This design comes from an exercise in tuning for small area, a short achievable clock period and few clock cycles per item on the open sky130 flow, not from production work.
Function was checked by simulation only, so behaviour that the tests miss may differ from the original.
Power figures rest on the tool's default switching activity, not on a simulated workload.

## flow/design.v (module list and top-level ports; edited modules follow where they fit)
// module mul_unit: 1184 lines
// module mul_unit_pp: 10 lines
// module mul_unit_ppn: 9 lines
// module mul_unit_fa: 10 lines
// module mul_unit_fa1: 9 lines
// module mul_unit_ha: 9 lines
// module mul_unit_add64: 11 lines
// module mul_unit_add32c: 12 lines
// module mul_unit_pfx32: 184 lines
// module mul_unit_bk32: 151 lines
// module mul_unit_bk64: 309 lines
module mul_unit (
    input  wire        clk,
    input  wire        rst,         
    input  wire        in_valid,
    output wire        in_ready,
    input  wire [31:0] a,
    input  wire [31:0] b,
    input  wire [31:0] c,
    input  wire [5:0]  shift,
    input  wire        signed_op,
    input  wire        trunc,
    output reg         out_valid,
    output reg  [63:0] r,
    output reg         ovf32
);
  // ...
==> flow/flow/run.sh <==
#!/bin/bash
set -euo pipefail
MARGIN=$(cat flow/margin.txt)
CTS="-sink_clustering_enable -repair_clock_nets -sink_clustering_size 36 -sink_clustering_max_diameter 70 -wire_unit 10"
bash standard.sh synth > synth.log 2>&1
RESULTS=orfs/results/${FLOW_PLATFORM}/mul_unit/base openroad -no_init -exit flow/downsize.tcl > downsize.log 2>&1
touch orfs/results/${FLOW_PLATFORM}/mul_unit/base/1_synth.sdc
bash standard.sh SETUP_SLACK_MARGIN=$MARGIN "BUFFER_PORTS_ARGS=-buffer_cell sky130_fd_sc_hd__buf_1" "CTS_ARGS=$CTS" finish > layout.log 2>&1
==> flow/flow/downsize.tcl <==
# Resize every combinational cell of the synthesized netlist to the smallest
# drive strength of its kind (registers and their cell types stay as
# synthesis made them); the layout's timing repair then sizes up only the
# cells its paths need.
set results $::env(RESULTS)
read_db $results/1_synth.odb
set db [ord::get_db]
set n 0
set before 0.0
set after 0.0
foreach inst [[ord::get_db_block] getInsts] {
  set m [$inst getMaster]
  set name [$m getName]
  if {![regexp {^(sky130_fd_sc_hd__[a-z0-9]+)_(\d+)$} $name -> base drive]} { continue }
  if {[regexp {df|dl|sdf|edf|conb|tap|fill|decap|clkbuf|clkinv|clkdly|dlygate|dlymetal|probe|lpflow} $base]} { continue }
  set best ""
  set bestw 1e9
  foreach d {1 0 2} {
    set cand [$db findMaster ${base}_$d]
    if {$cand eq "NULL" || $cand eq ""} { continue }
    if {[$cand getWidth] < $bestw} { set best $cand; set bestw [$cand getWidth] }
  }
  if {$best eq "" || [$best getName] eq $name} { continue }
  if {[$best getWidth] >= [$m getWidth]} { continue }
  if {[$inst swapMaster $best]} { incr n }
}
puts "downsized $n instances"
write_db $results/1_synth.odb
==> flow/flow/margin.txt <==
14.12
==> flow/standard.sh <==
#!/bin/bash
# synth_recipe.tcl (not shown) runs the flow's synth.tcl, then flattens the netlist and writes it again
# the make line also repeats each setting of config.mk as NAME=value (left out here)
make -C /OpenROAD-flow-scripts/flow DESIGN_CONFIG=/design/flow/config.mk WORK_HOME=/design/flow/orfs CLKGATE_MAP_FILE= SYNTH_SCRIPT=/design/flow/synth_recipe.tcl "${@:-finish}"
==> flow/config.mk <==
export PLATFORM = sky130hd
export DESIGN_NAME = mul_unit
export DESIGN_NICKNAME = mul_unit
export VERILOG_FILES = /design/flow/design.v
export SDC_FILE = /design/flow/constraint.sdc
export NUM_CORES = 4
export LEC_CHECK = 0
export CAP_MARGIN = 20
export CORE_MARGIN = 2
export CORE_UTILIZATION = 50
export CTS_CLUSTER_DIAMETER = 70
export CTS_CLUSTER_SIZE = 36
export SLEW_MARGIN = 20
export SYNTH_HIERARCHICAL = 1
==> flow/constraint.sdc <==
create_clock -name core_clock -period 19.0 [get_ports {clk}]
set_input_delay 3.8000 -clock core_clock [delete_from_list [all_inputs] [get_ports {clk}]]
set_output_delay 3.8000 -clock core_clock [all_outputs]
set_load 0.01 [all_outputs]
==> run notes, run 1 <==
The repair_antennas step left the layout with diodes totalling 0. The proportion of cell area occupied by multi-input gates was 0.679. On the final layout, the worst hold slack is 0.324 ns. The H-tree was split into 2 levels.

Of all power groups, the one with the highest power is combinational logic. The total of endpoints with negative setup slack in the final report is 0. At the worst endpoint, the arrival time is 1.04 ns. The biggest slice of the area belongs to multi-input combinational cells.

Number of antenna violations at the first check in global routing: 0. The worst vdd rail ir drop was 0.000155 V. In this run the count of I/O pins placed on the die edge is 174.

The critical path depth was 1; the wire length on met1 was 48900 um. The tools report the total design power as 9.06 mW. The path class of the tightest hold or removal check is flip-flop to flip-flop.

The net count of the finished layout is 4518. Entering global routing, the biggest net connects 72 pins. For the max-cap violation count, the log shows 0.

The library cell contributing the largest single delay on the critical path was dfxtp_2. The count of clock-net buffers in the final layout is 37, and the maximum clock path buffer count is 3. The layout has 7061 filler cells. The largest registers in the layout are q2 x64, r x64, s1 x64. The logs give 0.300 for the relative slew slack and 42900 um^2 for the post-layout instance area.

Once layout is complete, the cells apart from fillers number 4850. The count of hold-fix buffers inserted at cts was 0; the cell-internal power was 4.64 mW. The switching share of power was 0.488.

The final core utilization was 0.546. The flow ran to the end and the layout has no timing, DRC or antenna violations. The tools report the inserted tap cell count as 1050.

After global routing, the most crowded layer is met2. The largest driver fanout on the critical path was 1. Sequential cells placed in the final layout were counted as 461. The cell sitting at the root of the clock tree is a clkbuf_16. The worst register-to-register path has a setup slack of 14.21 ns. The signal on the critical path passes through buf_2.

The number of clock buffers added by TritonCTS is 34. For the number of max-slew violations in the final report, the log shows 0. The library cell used most frequently in the layout, excluding fill and tap cells, is a22oi_1. The die is 285 um tall.
Testbench counts, summed over its fixed seeds: cycles 16,032, ops 16,000.
==> inputs of run 2 (changes only) <==
--- a/flow/config.mk
+++ b/flow/config.mk
@@ -6,9 +6,9 @@
 export NUM_CORES = 4
 export LEC_CHECK = 0
-export CAP_MARGIN = 20
+export CAP_MARGIN = 5
 export CORE_MARGIN = 2
 export CORE_UTILIZATION = 50
 export CTS_CLUSTER_DIAMETER = 70
 export CTS_CLUSTER_SIZE = 36
-export SLEW_MARGIN = 20
+export SLEW_MARGIN = 5
 export SYNTH_HIERARCHICAL = 1
==> run notes, run 2 <==
The flow ran to the end and the layout has no timing, DRC or antenna violations. The area added between synthesis and finish was 9.28%. Detailed placement finished with a half-perimeter wire length of 81500 um. The critical path depth is 1 (unchanged), and the fraction of layout instances using a drive strength above 1 is 0.110. Placer congestion estimate: 0.943.

In the routed layout, each cell is associated on average with a via count of 6.29. The slowest stage of the critical path is the dfxtp_2 cell. The cell depth of the worst min-delay path came out at 0. The number of hold violations in the final report came out at 0. The final routed DRC violation total was 0. For the arrival time at the worst endpoint, the log shows 1.11 ns (+0.07 ns). After floorplanning, the core was divided into 103 placement rows. The clock drives 461 sinks.

The overall die height is 285 um (unchanged). The worst setup path is launched from a flip-flop. The detailed router finished its first iteration with 3343 violations. The run gives 0.0381 ns as the clock skew.

The tightest min-delay check is of the flip-flop to flip-flop type. The global-route usage over all layers was 0.310; the width of the die was 285 um. The first global-routing pass estimated 193000 um of wire. For the maximum frequency from static timing analysis, the log shows 0.204 GHz.

The largest driver fanout on the critical path was 1 (unchanged); the slew of the pin with the lowest slew margin was 1.04 ns. Counting every instance in the synthesized netlist gives 3687. The number of max-slew violations in the final report is 0 (unchanged), and the via count of the first global-routing pass is 31366. Clock-pin slew was measured on the worst setup and hold paths at 0.11 ns. The run gives 30478 as the vias after detailed routing.

The run gives 31 (-8.8%) as the number of buffers added by the clock tree synthesis step. After detailed routing, the total wire length is 128000 um. The setup path with the least slack is of type flip-flop to output pin.

The H-tree depth is 1 (-1), and the post-detailed-route count of antenna-violating nets is 0. The fraction of the cycle the final worst path needs is 0.259, and the core area is 78600 um^2. For the number of antenna violations at the first check in global routing, the log shows 0 (unchanged).

The count of hold-fix buffers inserted at cts was 0 (unchanged). The total number of yosys warnings was 7. The die covers 81200 um^2. Setup total negative slack on the finished layout was measured at 0 ns.

For this run the aggregate overflow at the end of global routing stands at 0. The worst path needs 4.91 ns of the cycle, external delays included. The run gives 0 (unchanged) as the number of inserted diodes. For this design the ratio of total power to cell area is 211 nW/um^2. In this run the static leakage power is 16.7 nW. The pre-antenna-repair detailed-routing pass consisted of 8 iterations.

The cell area after technology mapping is 39500 um^2, and the count of buffers inserted at the top-level ports is 172. The relative slew slack was 0.304 (+0.00344); the post-layout net count was 4516 (-0.044%). TritonCTS built the clock tree. The tools report the max-cap violation count as 0 (unchanged). The tools report the required arrival time at the worst endpoint as 15.20 ns. For the initial standard-cell utilization of the core, the log shows 0.502.

The total of endpoints with negative setup slack in the final report is 0 (unchanged). The buffer and inverter count on the worst path was 1. The run gives 0.000162 V (+4.4%) as the worst vdd rail ir drop.

The non-filler instance count after layout was 4847 (-0.062%). In the final routed layout, each cell accounts on average for 26.4 um. The largest registers in the layout are q2 x64, r x64, s1 x64. Traced cell by cell, the critical path runs through buf_6. The largest net degree at the start of global routing is 72 (unchanged). The tools report the total design power as 9.12 mW (+0.59%).

The maximum clock path buffer count was 3 (unchanged). The synthesized area divided by synthesized cell count came out at 10.7 um^2. Counting tap cells, the placed design contains a total of 4786 instances. For the clock insertion delay at the later pin of the skew report, the log shows 0.65 ns. The worst setup path is captured at an output pin.

Setup repair after global routing could not meet its margin everywhere. The tools report the cell at the root of the clock tree as clkbuf_16. The library cell used most frequently in the layout, excluding fill and tap cells, is a22oi_1.

In the layout the commonest cells are a22oi_1 (565), xnor2_1 (558), fa_1 (467). For this run, the slowest stage of the critical path takes 0.35 ns. The number of cells traversed by the worst register-to-register path came out at 9. The category of cells accounting for the largest share of critical-path delay is flip-flops. The run gives 174 (unchanged) as the total I/O pin count.
==> run 2: cell count changes in the layout (fill, tap and decap cells not counted), moves of 5 or more <==
cell	previous run	this run
dfxtp_2	25	49
buf_2	22	37
inv_8	5	0
dfxtp_1	433	409
inv_16	3	8
buf_1	134	106
buf_6	5	31
clkbuf_2	16	0
==> run 2: final timing paths <==
kind / start / end / slack, ns
worst min register to register: c0[8]$_DFF_P_ / c1[8]$_DFF_P_ / 0.32
worst min-delay path: c0[8]$_DFF_P_ / c1[8]$_DFF_P_ / 0.32
worst max register to register: neg[7]$_DFF_P_ / k1[37]$_DFF_P_ / 14.23
worst max-delay path: r[57]$_DFF_P_ / r[57] / 14.09
==> run 2: repair_timing <==
item	in CTS	in global routing
resized for setup	116	31
endpoints found under the setup margin	107	145
cloned	0	1
buffers inserted	0	2
pin swaps	0	1
==> run 2: layout make-up <==
type / instances / area, um^2
Clock buffer: 31 / 776
Clock inverter: 27 / 592
Fill cell: 6929 / 35500
Inverter: 86 / 332
Multi-Input combinational cell: 2923 / 29100
Sequential cell: 461 / 9300
Tap cell: 1050 / 1310
Timing Repair Buffer: 269 / 1700
==> run 2: layer usage <==
metal | vias up | GRT usage | routed length, um
li1 | 13246 | - | -
met1 | 15013 | 0.387 | 48000
met2 | 1763 | 0.525 | 61300
met3 | 454 | 0.0639 | 12700
met4 | 2 | 0.122 | 6080
met5 | - | 0.00407 | 10
==> run 2: report_power, final <==
part	internal (mW)	switching (mW)	leakage (nW)
Combinational	2.87	3.86	12.2
Sequential	1.42	0.152	3.88
Clock	0.361	0.457	0.633
==> run 2: through the flow <==
stage,hold slack [ns],util,setup WS (ns),instance area [um^2]
after floorplan,0.310,-,14.17,39600
after global placement,0.311,0.526,13.33,41400
after detailed placement,0.312,0.526,13.30,41400
after CTS,0.327,0.547,14.02,43000
after global routing,0.328,0.549,14.04,43200
final,0.318,0.549,14.09,43200

[port drivers added, routing unchanged]
The flow's constraints put no driver on any port. The routed layouts listed below were extracted and timed again, unchanged, in two steps. Step 1 assumes that a clkbuf_16 drives the clock port and a buf_2 every other input. Step 2 times the ports against the registers' clock, not the clock port: input delays grow and output delays shrink by t, the midpoint of the rising clock arrivals with the driver on. Three values: ideal, step 1, step 2; two values: the first two.
| run | t, ns | slack for setup (ns) | worst slew at a driven data input, ns | pins driven straight from the clock port |
|---|---|---|---|---|
| run 1 | 0.618 | 14.161 / 14.088 / 14.208 | 0.06 | 1 |
| run 2 | 0.710 | 14.087 / 14.012 / 14.229 | 0.07 | 1 |
After both steps setup and hold are still met in every run listed.
